From an optimization exercise on the open Yosys and OpenROAD flow, aimed at small area; shortcuts taken in it are not production practice. No run shown here included a check of the RTL's function; only the layout flow was run. Power figures rest on the tool's default switching activity, not on a simulated workload.

<file path="flow/config.mk">
export PLATFORM = sky130hd
export DESIGN_NAME = fcb
export DESIGN_NICKNAME = fcb
export VERILOG_FILES = /design/flow/design.v
export SDC_FILE = /design/flow/constraint.sdc
export NUM_CORES = 4
export LEC_CHECK = 0
export CAP_MARGIN = 20
export CORE_MARGIN = 2
export CORE_UTILIZATION = 40
export CTS_BUF_LIST = sky130_fd_sc_hd__clkbuf_8
export SLEW_MARGIN = 20
</file>
<file path="flow/constraint.sdc">
create_clock -name core_clock -period 10.0 [get_ports {CLK}]
set_input_delay 2.0000 -clock core_clock [delete_from_list [all_inputs] [get_ports {CLK}]]
set_output_delay 2.0000 -clock core_clock [all_outputs]
set_load 0.01 [all_outputs]
</file>
<file path="flow/design.v">
module fcb_fg (
    input  wire        clk,
    input  wire        rst,
    input  wire [3:0]  col_in,
    input  wire        il_tripped,
    output wire [3:0]  row_out,
    output wire [4:0]  kp_res,
    output reg  [2:0]  cs_speed,
    output reg  [1:0]  cs_mode,
    output reg  [1:0]  cs_thr,
    output wire        duty_we,
    output wire [2:0]  duty_val
);
    localparam [2:0] F_CHECK  = 3'd0,    
                     F_CHECKK = 3'd1,    
                     F_WAIT   = 3'd2,
                     F_SAMPLE = 3'd3,
                     F_DISP   = 3'd4,    
                     F_DISPK  = 3'd5;    
    reg [2:0] state;
    reg [1:0] row;
    reg [1:0] col;
    reg [6:0] dcnt;
    wire scanning = (state == F_WAIT) || (state == F_SAMPLE);
    assign row_out = scanning ? ~(4'b0001 << row) : 4'b1111;
    wire show_key = (state == F_DISPK) || (state == F_CHECKK);
    assign kp_res = show_key ? {1'b1, row, col} : 5'd0;
    wire [3:0] active_cols = ~col_in;
    reg  [1:0] first_col;
    always @(*) begin
        if (active_cols[0])      first_col = 2'd0;
        else if (active_cols[1]) first_col = 2'd1;
        else if (active_cols[2]) first_col = 2'd2;
        else                     first_col = 2'd3;
    end
    reg [1:0] op;
    reg [2:0] arg;
    always @(*) begin
        op  = 2'd0;
        arg = 3'd0;
        case ({row, col})
            4'h0: begin op = 2'd1; arg = 3'd1; end
            4'h1: begin op = 2'd1; arg = 3'd2; end
            4'h2: begin op = 2'd1; arg = 3'd3; end
            4'h3: begin op = 2'd2; arg = 3'd1; end
            4'h4: begin op = 2'd1; arg = 3'd4; end
            4'h7: begin op = 2'd2; arg = 3'd2; end
            4'hB: begin op = 2'd2; arg = 3'd3; end
            4'hC: begin op = 2'd3; arg = 3'd1; end
            4'hD: begin op = 2'd1; arg = 3'd0; end
            4'hE: begin op = 2'd3; arg = 3'd2; end
            default: ;
        endcase
    end
    assign duty_val = arg;
    assign duty_we  = (state == F_DISPK) && (op == 2'd1) && (cs_mode == 2'd0) && !il_tripped;
    always @(posedge clk) begin
        if (rst) begin
            state    <= F_CHECK;
            dcnt     <= 7'd0;
            cs_speed <= 3'd0;
            cs_mode  <= 2'd0;
            cs_thr   <= 2'd0;
        end else begin
            case (state)
                F_CHECK, F_CHECKK: begin
                    if (dcnt != 7'd0) begin
                        dcnt  <= dcnt - 7'd1;
                        state <= F_DISP;
                    end else begin
                        row   <= 2'd0;
                        state <= F_WAIT;
                    end
                end
                F_WAIT: state <= F_SAMPLE;
                F_SAMPLE: begin
                    if (active_cols != 4'd0) begin
                        col   <= first_col;
                        dcnt  <= 7'd99;
                        state <= F_DISPK;
                    end else if (row == 2'd3) begin
                        state <= F_DISP;
                    end else begin
                        row   <= row + 2'd1;
                        state <= F_WAIT;
                    end
                end
                F_DISPK: begin
                    case (op)
                        2'd1: cs_speed <= arg;
                        2'd2: cs_mode  <= arg[1:0];
                        2'd3: cs_thr   <= arg[1:0];
                        default: ;
                    endcase
                    state <= F_CHECKK;
                end
                default: state <= F_CHECK;
            endcase
        end
    end
endmodule
module fcb_bg (
    input  wire        clk,
    input  wire        rst,
    input  wire        data_in,
    input  wire [2:0]  cs_speed,
    input  wire [1:0]  cs_mode,
    input  wire [1:0]  cs_thr,
    output wire        data_oe,
    output reg         data_out,
    output reg         il_tripped,
    output reg  [1:0]  sn_status,
    output wire [52:0] disp_word,
    output reg         disp_wr,
    output wire        duty_we,
    output wire [2:0]  duty_val
);
    localparam [3:0] B_START     = 4'd0,
                     S_RATE      = 4'd1,
                     S_HIGH      = 4'd2,
                     S_LOW       = 4'd3,
                     S_CAP       = 4'd4,
                     S_DEC       = 4'd5,
                     B_INTERLOCK = 4'd6,
                     B_COOL      = 4'd7,
                     B_PATTERN   = 4'd8,
                     B_DWELL_ON  = 4'd9,
                     B_OFF       = 4'd10,
                     B_DWELL_OFF = 4'd11;
    localparam [1:0] M_UNSET = 2'd0, M_NATURAL = 2'd2, M_SLEEP = 2'd3;
    reg [3:0]  state;
    reg [1:0]  bg_md;
    reg [2:0]  bg_spd;
    reg [13:0] tmr;
    reg [10:0] cnt;
    reg        rd_valid;
    reg [2:0]  ge;          
    reg        cap_val;
    reg [31:0] frame;       
    reg [7:0]  ck;          
    reg [2:0]  d_spd;
    reg [1:0]  d_md;
    reg [1:0]  d_thr;
    reg        d_valid;
    reg [31:0] d_rd;
    reg [1:0]  d_st;
    reg        d_warn;
    reg [6:0] spd7;
    always @(*) begin
        casez (d_spd)
            3'b000:  spd7 = 7'd0;
            3'b001:  spd7 = 7'd30;
            3'b010:  spd7 = 7'd60;
            3'b011:  spd7 = 7'd80;
            default: spd7 = 7'd100;
        endcase
    end
    reg [7:0] thr8;
    always @(*) begin
        casez (d_thr)
            2'b00:   thr8 = 8'd100;
            2'b01:   thr8 = 8'd30;
            2'b10:   thr8 = 8'd40;
            default: thr8 = 8'd0;        
        endcase
    end
    assign disp_word = {spd7, d_md, thr8, d_valid, d_rd, d_st, d_warn};
    wire [11:0] temp_x10 = frame[15:8] * 4'd10 + {4'd0, frame[7:0]};
    wire rate_limited = rd_valid && (cnt != 11'd0);
    wire       bit_ev  = cnt[0] && !cnt[7];
    wire       bit_val = (tmr <= 14'd49);
    wire       cx      = bit_val ^ !cnt[6];
    wire [7:0] ck_pos  = 8'd1 << cnt[3:1];
    reg  [7:0] ck_add;
    integer k;
    always @(*) begin
        ck_add[0] = ck_pos[0] & cx;
        for (k = 1; k < 8; k = k + 1)
            ck_add[k] = (ck_pos[k] & cx) | (ck_add[k-1] & ck[k-1]);
    end
    reg ge_sel;
    always @(*) begin
        case (cs_thr)
            2'd0:    ge_sel = ge[0];
            2'd1:    ge_sel = ge[1];
            default: ge_sel = ge[2];
        endcase
    end
    wire trip = !rd_valid || ge_sel;
    wire [13:0] dwell_m1 = (bg_md == M_SLEEP) ? 14'd1999 : 14'd999;
    assign data_oe = (state == S_HIGH) || (state == S_LOW);
    assign duty_we = ((state == B_INTERLOCK) && trip) ||
                     ((state == B_PATTERN) && (cs_mode == bg_md) && (bg_md != M_UNSET)) ||
                     ((state == B_OFF) && (cs_mode == bg_md));
    assign duty_val = (state == B_PATTERN) ? bg_spd : 3'd0;
    wire data_changed = (data_in != cap_val);
    reg disp_we, disp_warn;
    always @(*) begin
        disp_we   = 1'b0;
        disp_warn = 1'b0;
        case (state)
            B_INTERLOCK: if (trip) begin disp_we = 1'b1; disp_warn = 1'b1; end
            B_PATTERN:   if (cs_mode == bg_md) disp_we = 1'b1;
            B_OFF:       if (cs_mode == bg_md) disp_we = 1'b1;
            default: ;
        endcase
    end
    always @(posedge clk) begin
        if (rst) begin
            d_spd   <= 3'd0;
            d_md    <= 2'd0;
            d_thr   <= 2'd3;
            d_valid <= 1'b0;
            d_rd    <= 32'd0;
            d_st    <= 2'd0;
            d_warn  <= 1'b0;
        end else if (disp_we) begin
            d_spd   <= cs_speed;
            d_md    <= cs_mode;
            d_thr   <= cs_thr;
            d_valid <= rd_valid;
            if (sn_status == 2'd1)
                d_rd <= frame;
            d_st    <= sn_status;
            d_warn  <= disp_warn;
        end
    end
    always @(posedge clk) begin
        if (state != S_CAP && cnt != 11'd0)
            cnt <= cnt - 11'd1;
        if (rst) begin
            state      <= B_START;
            rd_valid   <= 1'b0;
            data_out   <= 1'b1;
            il_tripped <= 1'b1;
            sn_status  <= 2'd0;
            disp_wr    <= 1'b0;
        end else begin
            disp_wr <= disp_we;
            case (state)
                B_START: begin
                    bg_md  <= cs_mode;
                    bg_spd <= cs_speed;
                    state  <= S_RATE;
                end
                S_RATE: begin
                    if (rate_limited) begin
                        state <= B_INTERLOCK;
                    end else begin
                        data_out <= 1'b1;
                        tmr      <= 14'd9;
                        state    <= S_HIGH;
                    end
                end
                S_HIGH: begin
                    if (tmr == 14'd0) begin
                        data_out <= 1'b0;
                        tmr      <= 14'd179;
                        state    <= S_LOW;
                    end else begin
                        tmr <= tmr - 14'd1;
                    end
                end
                S_LOW: begin
                    if (tmr == 14'd0) begin
                        cap_val <= 1'b1;
                        cnt     <= 11'd131;
                        ck      <= 8'd1;
                        tmr     <= 14'd99;
                        state   <= S_CAP;
                    end else begin
                        tmr <= tmr - 14'd1;
                    end
                end
                S_CAP: begin
                    if (data_changed) begin
                        cnt <= cnt - 11'd1;
                        if (cnt != 11'd47) begin
                            if (bit_ev && cnt[6])
                                frame <= {frame[30:0], bit_val};
                            if (bit_ev)
                                ck <= ck ^ ck_add;
                            cap_val <= data_in;
                            tmr     <= 14'd99;
                        end else begin
                            state   <= S_DEC;           
                        end
                    end else begin
                        if (tmr == 14'd0)
                            state <= S_DEC;
                        else
                            tmr <= tmr - 14'd1;
                    end
                end
                S_DEC: begin
                    cnt <= 11'd0;
                    if (cnt != 11'd47) begin
                        sn_status <= 2'd2;               
                    end else if (ck == 8'd0) begin
                        rd_valid  <= 1'b1;
                        cnt       <= 11'd1999;
                        ge[0]     <= (temp_x10 >= 12'd1000);
                        ge[1]     <= (temp_x10 >= 12'd300);
                        ge[2]     <= (temp_x10 >= 12'd400);
                        sn_status <= 2'd1;               
                    end else begin
                        sn_status <= 2'd3;               
                    end
                    state <= B_INTERLOCK;
                end
                B_INTERLOCK: begin
                    if (trip) begin
                        il_tripped <= 1'b1;
                        tmr        <= 14'd9999;
                        state      <= B_COOL;
                    end else begin
                        il_tripped <= 1'b0;
                        state      <= B_PATTERN;
                    end
                end
                B_COOL: begin
                    if (tmr == 14'd0)
                        state <= B_START;
                    else
                        tmr <= tmr - 14'd1;
                end
                B_PATTERN: begin
                    if (cs_mode != bg_md) begin
                        state <= B_START;
                    end else if (bg_md == M_NATURAL || bg_md == M_SLEEP) begin
                        tmr   <= dwell_m1;
                        state <= B_DWELL_ON;
                    end else begin
                        state <= B_START;
                    end
                end
                B_DWELL_ON: begin
                    if (cs_mode != bg_md)
                        state <= B_START;
                    else if (tmr == 14'd0)
                        state <= B_OFF;
                    else
                        tmr <= tmr - 14'd1;
                end
                B_OFF: begin
                    if (cs_mode != bg_md) begin
                        state <= B_START;
                    end else begin
                        tmr   <= dwell_m1;
                        state <= B_DWELL_OFF;
                    end
                end
                B_DWELL_OFF: begin
                    if (cs_mode != bg_md || tmr == 14'd0)
                        state <= B_START;
                    else
                        tmr <= tmr - 14'd1;
                end
                default: state <= B_START;
            endcase
        end
    end
endmodule
module fcb (
    input  wire        CLK,
    input  wire        RST,
    input  wire [3:0]  COL_IN,
    input  wire        DATA_IN,
    output wire [3:0]  ROW_OUT,
    output wire        COL_PULL,
    output wire        DATA_OE,
    output wire        DATA_OUT,
    output wire        DATA_PU,
    output reg  [15:0] MOTOR_DUTY,
    output reg         MOTOR_WR,
    output reg         MOTOR_EN,
    output wire [52:0] DISP_WORD,
    output wire        DISP_WR,
    output wire        IL_TRIPPED,
    output wire [1:0]  SN_STATUS,
    output wire [4:0]  KEY_CODE
);
    wire [2:0] cs_speed;
    wire [1:0] cs_mode;
    wire [1:0] cs_thr;
    wire       fg_duty_we, bg_duty_we;
    wire [2:0] fg_duty, bg_duty;
    reg  [2:0] duty;
    fcb_fg u_fg (
        .clk        (CLK),
        .rst        (RST),
        .col_in     (COL_IN),
        .il_tripped (IL_TRIPPED),
        .row_out    (ROW_OUT),
        .kp_res     (KEY_CODE),
        .cs_speed   (cs_speed),
        .cs_mode    (cs_mode),
        .cs_thr     (cs_thr),
        .duty_we    (fg_duty_we),
        .duty_val   (fg_duty)
    );
    fcb_bg u_bg (
        .clk        (CLK),
        .rst        (RST),
        .data_in    (DATA_IN),
        .cs_speed   (cs_speed),
        .cs_mode    (cs_mode),
        .cs_thr     (cs_thr),
        .data_oe    (DATA_OE),
        .data_out   (DATA_OUT),
        .il_tripped (IL_TRIPPED),
        .sn_status  (SN_STATUS),
        .disp_word  (DISP_WORD),
        .disp_wr    (DISP_WR),
        .duty_we    (bg_duty_we),
        .duty_val   (bg_duty)
    );
    assign COL_PULL = 1'b1;
    assign DATA_PU  = ~DATA_OE;
    always @(*) begin
        casez (duty)
            3'b000:  MOTOR_DUTY = 16'd0;
            3'b001:  MOTOR_DUTY = 16'd19660;
            3'b010:  MOTOR_DUTY = 16'd39321;
            3'b011:  MOTOR_DUTY = 16'd52428;
            default: MOTOR_DUTY = 16'd65535;
        endcase
    end
    always @(posedge CLK) begin
        if (RST) begin
            duty     <= 3'd0;
            MOTOR_WR <= 1'b0;
            MOTOR_EN <= 1'b0;
        end else begin
            MOTOR_EN <= 1'b1;
            MOTOR_WR <= bg_duty_we | fg_duty_we;
            if (bg_duty_we)
                duty <= bg_duty;
            else if (fg_duty_we)
                duty <= fg_duty;
        end
    end
endmodule
</file>
<file path="flow/run.sh">
#!/bin/bash
# synth_recipe.tcl (not shown) runs the flow's synth.tcl, then flattens the netlist and writes it again
# the make line also repeats each setting of config.mk as NAME=value (left out here)
make -C /OpenROAD-flow-scripts/flow DESIGN_CONFIG=/design/flow/config.mk WORK_HOME=/design/flow/orfs CLKGATE_MAP_FILE= SYNTH_SCRIPT=/design/flow/synth_recipe.tcl finish
</file>
==> results of run 1 <==
## cell usage in the layout (no fill, tap or decap), types with 30 or more instances in the layout
cell / instances
edfxtp_1: 67
ha_1: 44
nor3_1: 30
a21oi_1: 44
nor2_1: 119
inv_1: 31
dfxtp_1: 86
mux2i_1: 49
o21ai_0: 46
clkdlybuf4s50_1: 89
nand2_1: 49
## flip-flops by register name, summed over array words and instances, names as in the netlist, 3 cells and up
register / cells
u_bg.bg_spd: 3
u_bg.state: 4
u_bg.tmr: 14
u_bg.cnt: 11
duty: 3
u_fg.state: 3
u_bg.frame: 32
u_fg.cs_speed: 3
u_bg.d_spd: 3
u_bg.ge: 3
u_bg.ck: 8
u_bg.d_rd: 32
u_fg.dcnt: 7
## worst max path at each step
stage                     slack, ps    startpoint             to
after CTS                      4930  u_bg.tmr[10]     u_bg.ck[7]
after global routing           4690   u_bg.tmr[9]     u_bg.ck[7]
after global placement         5090  u_bg.tmr[10]     u_bg.ck[7]
final                          4940  u_bg.tmr[10]     u_bg.ck[7]
after floorplan                3530       DATA_IN  u_bg.frame[0]
after detailed placement       4980  u_bg.tmr[10]     u_bg.ck[7]
## layer usage
layer  vias to the layer above  part of all wire (%)
met1                      3098                    48
met3                        28                   5.8
met4                         0                   1.3
met2                       184                    45
met5                         -                     0
li1                       3261                     -
## metrics by stage
step	utilization [%]	cells	setup WS, ps	instance area, um2
floorplan	-	885	3530	8450
global placement	45.2	1196	5090	9440
detailed placement	45.2	1196	4980	9440
CTS	47.4	1228	4930	9910
global route	47.5	1228	4690	9910
finish	47.5	1228	4940	9910
## power breakdown
| group | leakage [nW] | total [W] | switching, W | internal [W] |
|---|---|---|---|---|
| logic | 2.40 | 0.000662 | 0.000375 | 0.000287 |
| clock network | 0.229 | 0.000553 | 0.000247 | 0.000306 |
| registers | 1.31 | 0.000882 | 0.000125 | 0.000757 |
## layout make-up
cell class	instances	share of cell area [%]
clock buffers	18	2.50
clock inverters	14	2.21
inverters	32	1.21
multi-input cells	640	43.5
flip-flops and latches	153	37.7
well taps	275	3.47
repair buffers	96	9.49
## logic make-up after synthesis
group | Yosys count | synth area share (%)
AO/OA/AOI/OAI | 185 | 14.4
buffers and inverters | 92 | 5.10
flip-flops | 153 | 44.2
XOR/XNOR | 40 | 4.15
adder cells (fa/ha/maj) | 46 | 7.00
other | 2 | 0.0890
AND/OR/NAND/NOR | 314 | 18.9
multiplexers | 51 | 6.08
## worst register-to-register path, cell delays in order (launching register included)
cell and delay, ps:
edfxtp_1 440, or4_4 550, or3_4 400, nor4_4 350
xnor2_1 160, or2b_1 240, nor3_1 60, ha_1 190
inv_1 50, o31ai_1 70, ha_1 200, a31o_2 210
ha_1 170, a31o_2 210, ha_1 170, inv_1 50
o31ai_1 60, ha_1 190, o21bai_1 160, ha_1 190
a31o_2 210, ha_1 170, a41oi_1 200, mux2i_1 100
==> results.ini, run 1 <==
[worst_setup_path]
required_ps = 10210
r2r_setup_slack_ps = 4940
path_depth = 23
critical_path.max_fanout = 4
cp.arrival_ps = 5270
startpoint_type = flip-flop
ff2ff_path_depth = 23
critical-path-slowest-cell = or4_4
critPathTopFamily = simple AND/OR/NAND/NOR gates
crit_path_max_incr_delay_ps = 550
crit_path_end_kind = flip-flop
reg2reg_to = u_bg.ck[7]
crit_chain = or4_4, or3_4, nor4_4, xnor2_1, or2b_1, nor3_1, ha_1, inv_1, o31ai_1, ha_1, a31o_2, ha_1, a31o_2, ha_1, inv_1, o31ai_1, ha_1, o21bai_1, ha_1, a31o_2, ha_1, a41oi_1, mux2i_1
crit_type = flip-flop to flip-flop
timing.critical_path.buf_inv = 2
r2r-start = u_bg.tmr[10]
cp_common_cell = ha_1

[die]
start_util_pct = 40.4
fp.dieW_um = 149
die_area_um2 = 22300
core_area_um2 = 20900
io_pins = 95
rows = 53
die_h_um = 149

[timing]
slew_viol_final = 0
setup-tns-final_ps = 0
tightest_slew_ps = 900
post-route-min-period_ps = 5060
hold_ws_ps = 456
hold_viol = 0
rsz0062_at_grt = no
fmax_mhz = 198
worst_clock_skew_ps = 11.9
min_period_over_period_pct = 50.6
slew_headroom_pct = 39.8
setup_viol = 0

[cts]
insertion_delay_ps = 460
cts-resized-gates = 0
cts_root_buffer = clkbuf_8
post_cts_buffers = 0
hold_buffers = 0
clockBufferDepth = 2
path_clk_slew_ps = 90
cts_sinks = 153
cts_tree = yes
cts_buffers = 17
cts_max_level = 4

[synth]
synth_common_cells = 120 x nor2_1, 86 x dfxtp_1, 67 x edfxtp_1, 49 x mux2i_1, 49 x nand2_1
synth.distinct_cells = 79
ys_seq_elements = 153
synth_flop_cell = dfxtp_1
syn_inst = 883
yosysTopAreaCellShare_pct = 23.8
yosys-top-cells-area = edfxtp_1 24%, dfxtp_1 20%, ha_1 6.5%
yosys_warnings = 3
synth_area_um2 = 8440
async_flop_share_pct = 0
synth_edf_count = 67
synth.largest_area_cell = edfxtp_1
synthMostInstantiatedCell = nor2_1
syn_area_per_cell_um2 = 9.56
seq_area_frac_synth_pct = 44.2

[detailed_routing]
vias_per_cell = 5.35
drt_iter0_markers = 479
drc = 0
dr.pass1.iters = 5
dr_total_vias = 6571
wl_per_cell_um = 15.7
ant_nets = 0
drt-total-wl_um = 19300

[place]
gp_congestion = 0.862
io_buffers = 90
dp.final_hpwl_um = 13700

[hold_path]
hold_depth = 2
min_path_type = flip-flop to flip-flop
holdPathEnd = u_bg.d_md[0]
hold_start = u_bg.d_md[0]

[grt]
grt-ovfl-total = 0
use_met2_pct = 27.5
grtUsageMet3_pct = 3.98
antenna_found_initial = 0
grt_max_degree = 57
grt_pass1_vias = 6224
top_usage_layer = met2
use_met1_pct = 24.6
grt_usage_pct = 17.7
grt_pass1_wl_um = 31600

[layout]
drive_gt1_share_pct = 7.87
register_area_um2 = 3730
antenna_cells = 0
nFillCells = 2009
multiInputGateArea_um2 = 4310
syn_to_final_growth_pct = 17.5
nets = 993

[pwr]
fin_total_pwr_w = 0.00210
ir_worst_vdd_uv = 87.8
p_leak_nw = 3.94
cellPowerDensity_nw_per_um2 = 212

[run_status]
status = finished clean

[flow_run]
cap_violations = 0

==> run 2, diff against run 1 <==
--- a/flow/design.v
+++ b/flow/design.v
@@ -132,12 +132,12 @@
     reg [1:0]  bg_md;
     reg [2:0]  bg_spd;
     reg [13:0] tmr;
-    reg [10:0] cnt;
+    reg [10:0] rate;        
     reg        rd_valid;
     reg [2:0]  ge;          
     reg        cap_val;
-    reg [31:0] frame;       
-    reg [7:0]  ck;          
+    reg [6:0]  cap_idx;
+    reg [39:0] frame;
     reg [2:0]  d_spd;
     reg [1:0]  d_md;
     reg [1:0]  d_thr;
@@ -165,19 +165,14 @@
         endcase
     end
     assign disp_word = {spd7, d_md, thr8, d_valid, d_rd, d_st, d_warn};
-    wire [11:0] temp_x10 = frame[15:8] * 4'd10 + {4'd0, frame[7:0]};
-    wire rate_limited = rd_valid && (cnt != 11'd0);
-    wire       bit_ev  = cnt[0] && !cnt[7];
-    wire       bit_val = (tmr <= 14'd49);
-    wire       cx      = bit_val ^ !cnt[6];
-    wire [7:0] ck_pos  = 8'd1 << cnt[3:1];
-    reg  [7:0] ck_add;
-    integer k;
-    always @(*) begin
-        ck_add[0] = ck_pos[0] & cx;
-        for (k = 1; k < 8; k = k + 1)
-            ck_add[k] = (ck_pos[k] & cx) | (ck_add[k-1] & ck[k-1]);
-    end
+    wire [7:0] b0 = frame[39:32];
+    wire [7:0] b1 = frame[31:24];
+    wire [7:0] b2 = frame[23:16];
+    wire [7:0] b3 = frame[15:8];
+    wire [7:0] b4 = frame[7:0];
+    wire [7:0] sum = b0 + b1 + b2 + b3;
+    wire [11:0] temp_x10 = b2 * 4'd10 + {4'd0, b3};
+    wire rate_limited = rd_valid && (rate != 11'd0);
     reg ge_sel;
     always @(*) begin
         case (cs_thr)
@@ -220,14 +215,14 @@
             d_thr   <= cs_thr;
             d_valid <= rd_valid;
             if (sn_status == 2'd1)
-                d_rd <= frame;
+                d_rd <= frame[39:8];
             d_st    <= sn_status;
             d_warn  <= disp_warn;
         end
     end
     always @(posedge clk) begin
-        if (state != S_CAP && cnt != 11'd0)
-            cnt <= cnt - 11'd1;
+        if (rate != 11'd0)
+            rate <= rate - 11'd1;
         if (rst) begin
             state      <= B_START;
             rd_valid   <= 1'b0;
@@ -264,8 +259,7 @@
                 S_LOW: begin
                     if (tmr == 14'd0) begin
                         cap_val <= 1'b1;
-                        cnt     <= 11'd131;
-                        ck      <= 8'd1;
+                        cap_idx <= 7'd0;
                         tmr     <= 14'd99;
                         state   <= S_CAP;
                     end else begin
@@ -274,16 +268,15 @@
                 end
                 S_CAP: begin
                     if (data_changed) begin
-                        cnt <= cnt - 11'd1;
-                        if (cnt != 11'd47) begin
-                            if (bit_ev && cnt[6])
-                                frame <= {frame[30:0], bit_val};
-                            if (bit_ev)
-                                ck <= ck ^ ck_add;
+                        if (cap_idx != 7'd84) begin
+                            if (!cap_idx[0])
+                                frame <= {frame[38:0], (tmr <= 14'd49)};
+                            cap_idx <= cap_idx + 7'd1;
                             cap_val <= data_in;
                             tmr     <= 14'd99;
                         end else begin
-                            state   <= S_DEC;           
+                            cap_idx <= 7'd85;           
+                            state   <= S_DEC;
                         end
                     end else begin
                         if (tmr == 14'd0)
@@ -293,12 +286,11 @@
                     end
                 end
                 S_DEC: begin
-                    cnt <= 11'd0;
-                    if (cnt != 11'd47) begin
+                    if (cap_idx != 7'd84) begin
                         sn_status <= 2'd2;               
-                    end else if (ck == 8'd0) begin
+                    end else if (sum == b4) begin
                         rd_valid  <= 1'b1;
-                        cnt       <= 11'd1999;
+                        rate      <= 11'd1999;
                         ge[0]     <= (temp_x10 >= 12'd1000);
                         ge[1]     <= (temp_x10 >= 12'd300);
                         ge[2]     <= (temp_x10 >= 12'd400);
--- a/flow/config.mk
+++ b/flow/config.mk
@@ -8,5 +8,4 @@
 export CAP_MARGIN = 20
 export CORE_MARGIN = 2
 export CORE_UTILIZATION = 40
-export CTS_BUF_LIST = sky130_fd_sc_hd__clkbuf_8
 export SLEW_MARGIN = 20
==> run 2 against run 1 <==
Against the previous run: non-clock buffer count decreased by 2; clock skew decreased by 4.1 ps; worst hold slack got worse by 3.1 ps; critical endpoint is now DATA_PU.
==> results.ini, run 2 <==
[cts]
cts_sinks = 160
cts_buffers = 17
cts-resized-gates = 0
hold_buffers = 0
clockBufferDepth = 2
cts_root_buffer = clkbuf_16
post_cts_buffers = 0
cts_max_level = 4
cts_tree = yes
path_clk_slew_ps = 60
insertion_delay_ps = 430

[detailed_routing]
wl_met1_um = 9150
highest_layer = met4
vias_per_cell = 5.19
wl_met3_um = 788
drt-total-wl_um = 19500
dr_total_vias = 6433
drt_iter0_markers = 325
wl_per_cell_um = 15.8
drc = 0
wl_met2_um = 9340
ant_nets = 0
dr.pass1.iters = 5

[grt]
grt_usage_pct = 17.3
antenna_found_initial = 0
grt_pass1_wl_um = 32600
grt-ovfl-total = 0
grt_max_degree = 77
grt_pass1_vias = 6301

[die]
die_area_um2 = 23200
core_area_um2 = 21700
start_util_pct = 40.6
rows = 54
io_pins = 95
die_h_um = 152
fp.dieW_um = 152

[worst_setup_path]
required_ps = 8000
reg2reg_to = u_bg.ge[1]
critPathTopFamily = buffers and inverters
cp.arrival_ps = 2450
r2r-start = u_bg.frame[17]
timing.critical_path.buf_inv = 3
critical-path-slowest-cell = dfxtp_1
ff2ff_path_depth = 12
startpoint_type = flip-flop
critical_path.max_fanout = 18
crit_path_end_kind = output pin
r2r_setup_slack_ps = 5750
cp_common_cell = inv_1
path_depth = 4
crit_chain = inv_1, nor3_1, inv_1, clkdlybuf4s50_1
crit_type = flip-flop to output pin
crit_path_max_incr_delay_ps = 710

[synth]
syn_area_per_cell_um2 = 9.92
synth_common_cells = 103 x nor2_1, 86 x dfxtp_1, 74 x edfxtp_1, 52 x nand2_1, 47 x o21ai_0
yosysTopAreaCellShare_pct = 25.2
async_flop_share_pct = 0
seq_area_frac_synth_pct = 44.8
synth_area_um2 = 8800
synth_flop_cell = dfxtp_1
syn_inst = 887
synth.largest_area_cell = edfxtp_1
yosys_warnings = 3
synth_edf_count = 74
synthMostInstantiatedCell = nor2_1
yosys-top-cells-area = edfxtp_1 25%, dfxtp_1 20%, ha_1 6.4%
ys_seq_elements = 160
synth.distinct_cells = 71

[layout]
drive_gt1_share_pct = 6.04
regMostFlops = u_bg.frame
antenna_cells = 0
mostFrequentLayoutCell = nor2_1
mostFrequentLayoutCells = 103 x nor2_1, 89 x clkdlybuf4s50_1, 86 x dfxtp_1
reg_top3 = u_bg.frame x40, u_bg.d_rd x32, u_bg.tmr x14
fin_util_pct = 47.8
syn_to_final_growth_pct = 17.9
largest_reg_flops = 40
nets = 1016

[timing]
min_period_over_period_pct = 44.5
rsz0062_at_grt = no
setup_viol = 0
fmax_mhz = 225
post-route-min-period_ps = 4450
worst_clock_skew_ps = 7.85
slew_viol_final = 0
slew_headroom_pct = 39.7
hold_viol = 0
tightest_slew_ps = 901
setup-tns-final_ps = 0

[hold_path]
hold_start = u_bg.d_md[1]
holdPathEnd = u_bg.d_md[1]
min_path_type = flip-flop to flip-flop
hold_depth = 2

[place]
gp_congestion = 0.813
io_buffers = 90
dp.final_hpwl_um = 14000

[flow_run]
cap_violations = 0

[pwr]
p_leak_nw = 4.08
cellPowerDensity_nw_per_um2 = 174
ir_worst_vdd_uv = 116

[run_status]
status = finished clean

run 2: cell count changes after synthesis, moves of 7 or more:
cell	delta
nor2_1	-17
inv_1	+16
xnor2_1	+15
fa_1	+14
edfxtp_1	+7
run 2: kinds of logic after synthesis:
logic type / synth area share, %
other: 0.0853
buffers and inverters: 5.36
muxes: 5.50
adders and majority gates: 10.0
DFF: 44.8
AOI/OAI and AO/OA: 12.8
and+or+nand+nor: 15.6
xor gates and xnor gates: 5.87
run 2: report_power, final:
group | internal (W) | leakage, nW | switching [W]
combinational | 0.000150 | 2.43 | 0.000198
sequential | 0.000746 | 1.37 | 0.0000660
clock | 0.000380 | 0.278 | 0.000264
run 2: how the worst max path moves through the flow:
stage                         startpoint  slack [ps]       endpoint
after floorplan                  DATA_IN        4250  u_bg.frame[0]
after CTS                  u_bg.state[1]        5550        DATA_PU
after global routing       u_bg.state[1]        5410        DATA_PU
after detailed placement  u_bg.frame[17]        5640     u_bg.ge[1]
final                      u_bg.state[1]        5550        DATA_PU
after global placement    u_bg.frame[17]        5680     u_bg.ge[0]
run 2: metal layers:
metal | global-route usage [%] | up-vias
li1 | - | 3250
met2 | 28.4 | 129
met4 | 4.98 | 0
met3 | 3.95 | 23
met1 | 22.9 | 3031
met5 | 0 | -
run 2: worst reg2reg max path, delay by kind of cell (launching register included):
family / cells / cell delay (ps)
AO/OA/AOI/OAI: 4 / 770
adder cells (fa/ha/maj): 4 / 1670
buffers and inverters: 2 / 90
AND/OR/NAND/NOR: 1 / 590
XOR/XNOR: 1 / 250
flip-flops: 1 / 510
run 2: metrics by stage:
| stage | area, um2 | hold slack, ps | worst slack, ps | std cells | power, W |
|---|---|---|---|---|---|
| 5_1_grt | 10400 | 491 | 5410 | 1240 | 0.00190 |
| 3_5_place_dp | 9800 | 449 | 5640 | 1209 | 0.00117 |
| 3_3_place_gp | 9800 | 445 | 5680 | 1209 | 0.00117 |
| 2_1_floorplan | 8810 | 429 | 4250 | 889 | 0.00108 |
| 6_report | 10400 | 453 | 5550 | 1240 | 0.00180 |
| 4_1_cts | 10400 | 457 | 5550 | 1240 | 0.00182 |
run 2: cell type report:
| type | count | area (um2) |
|---|---|---|
| clock inverter | 10 | 113 |
| fill | 2068 | 11300 |
| tap | 280 | 350 |
| timing repair buffer | 94 | 926 |
| inverter | 47 | 176 |
| multi-input combinational | 628 | 4410 |
| sequential | 160 | 3940 |
| clock buffer | 21 | 462 |

-- separate check: timing with driven ports --
How much do the figures lean on ideal ports? The routed layouts below were timed once more, with nothing changed but the port constraints.
Step 1: set_driving_cell puts a clkbuf_16 on CLK and a buf_2 on each other input, an assumption about the parent block.
Step 2 also shifts input and output timing later by t, the mid clock arrival at the registers, as if the neighbouring blocks saw the same clock.
Three values: ideal, step 1, step 2; two values: the first two.
| run | t (ns) | slack for setup (ns) | worst setup path at the end | latest minus earliest clock arrival (ns) | worst data-port slew with drivers (ns) |
|---|---|---|---|---|---|
| run 1 | 0.493 | 4.945 / 4.945 / 4.945 | register to register | 0.012 / 0.012 | 0.04 |
| run 2 | 0.469 | 5.555 / 5.512 / 5.751 | register to register | 0.008 / 0.008 | 0.03 |
After both steps every run listed still meets setup and hold.
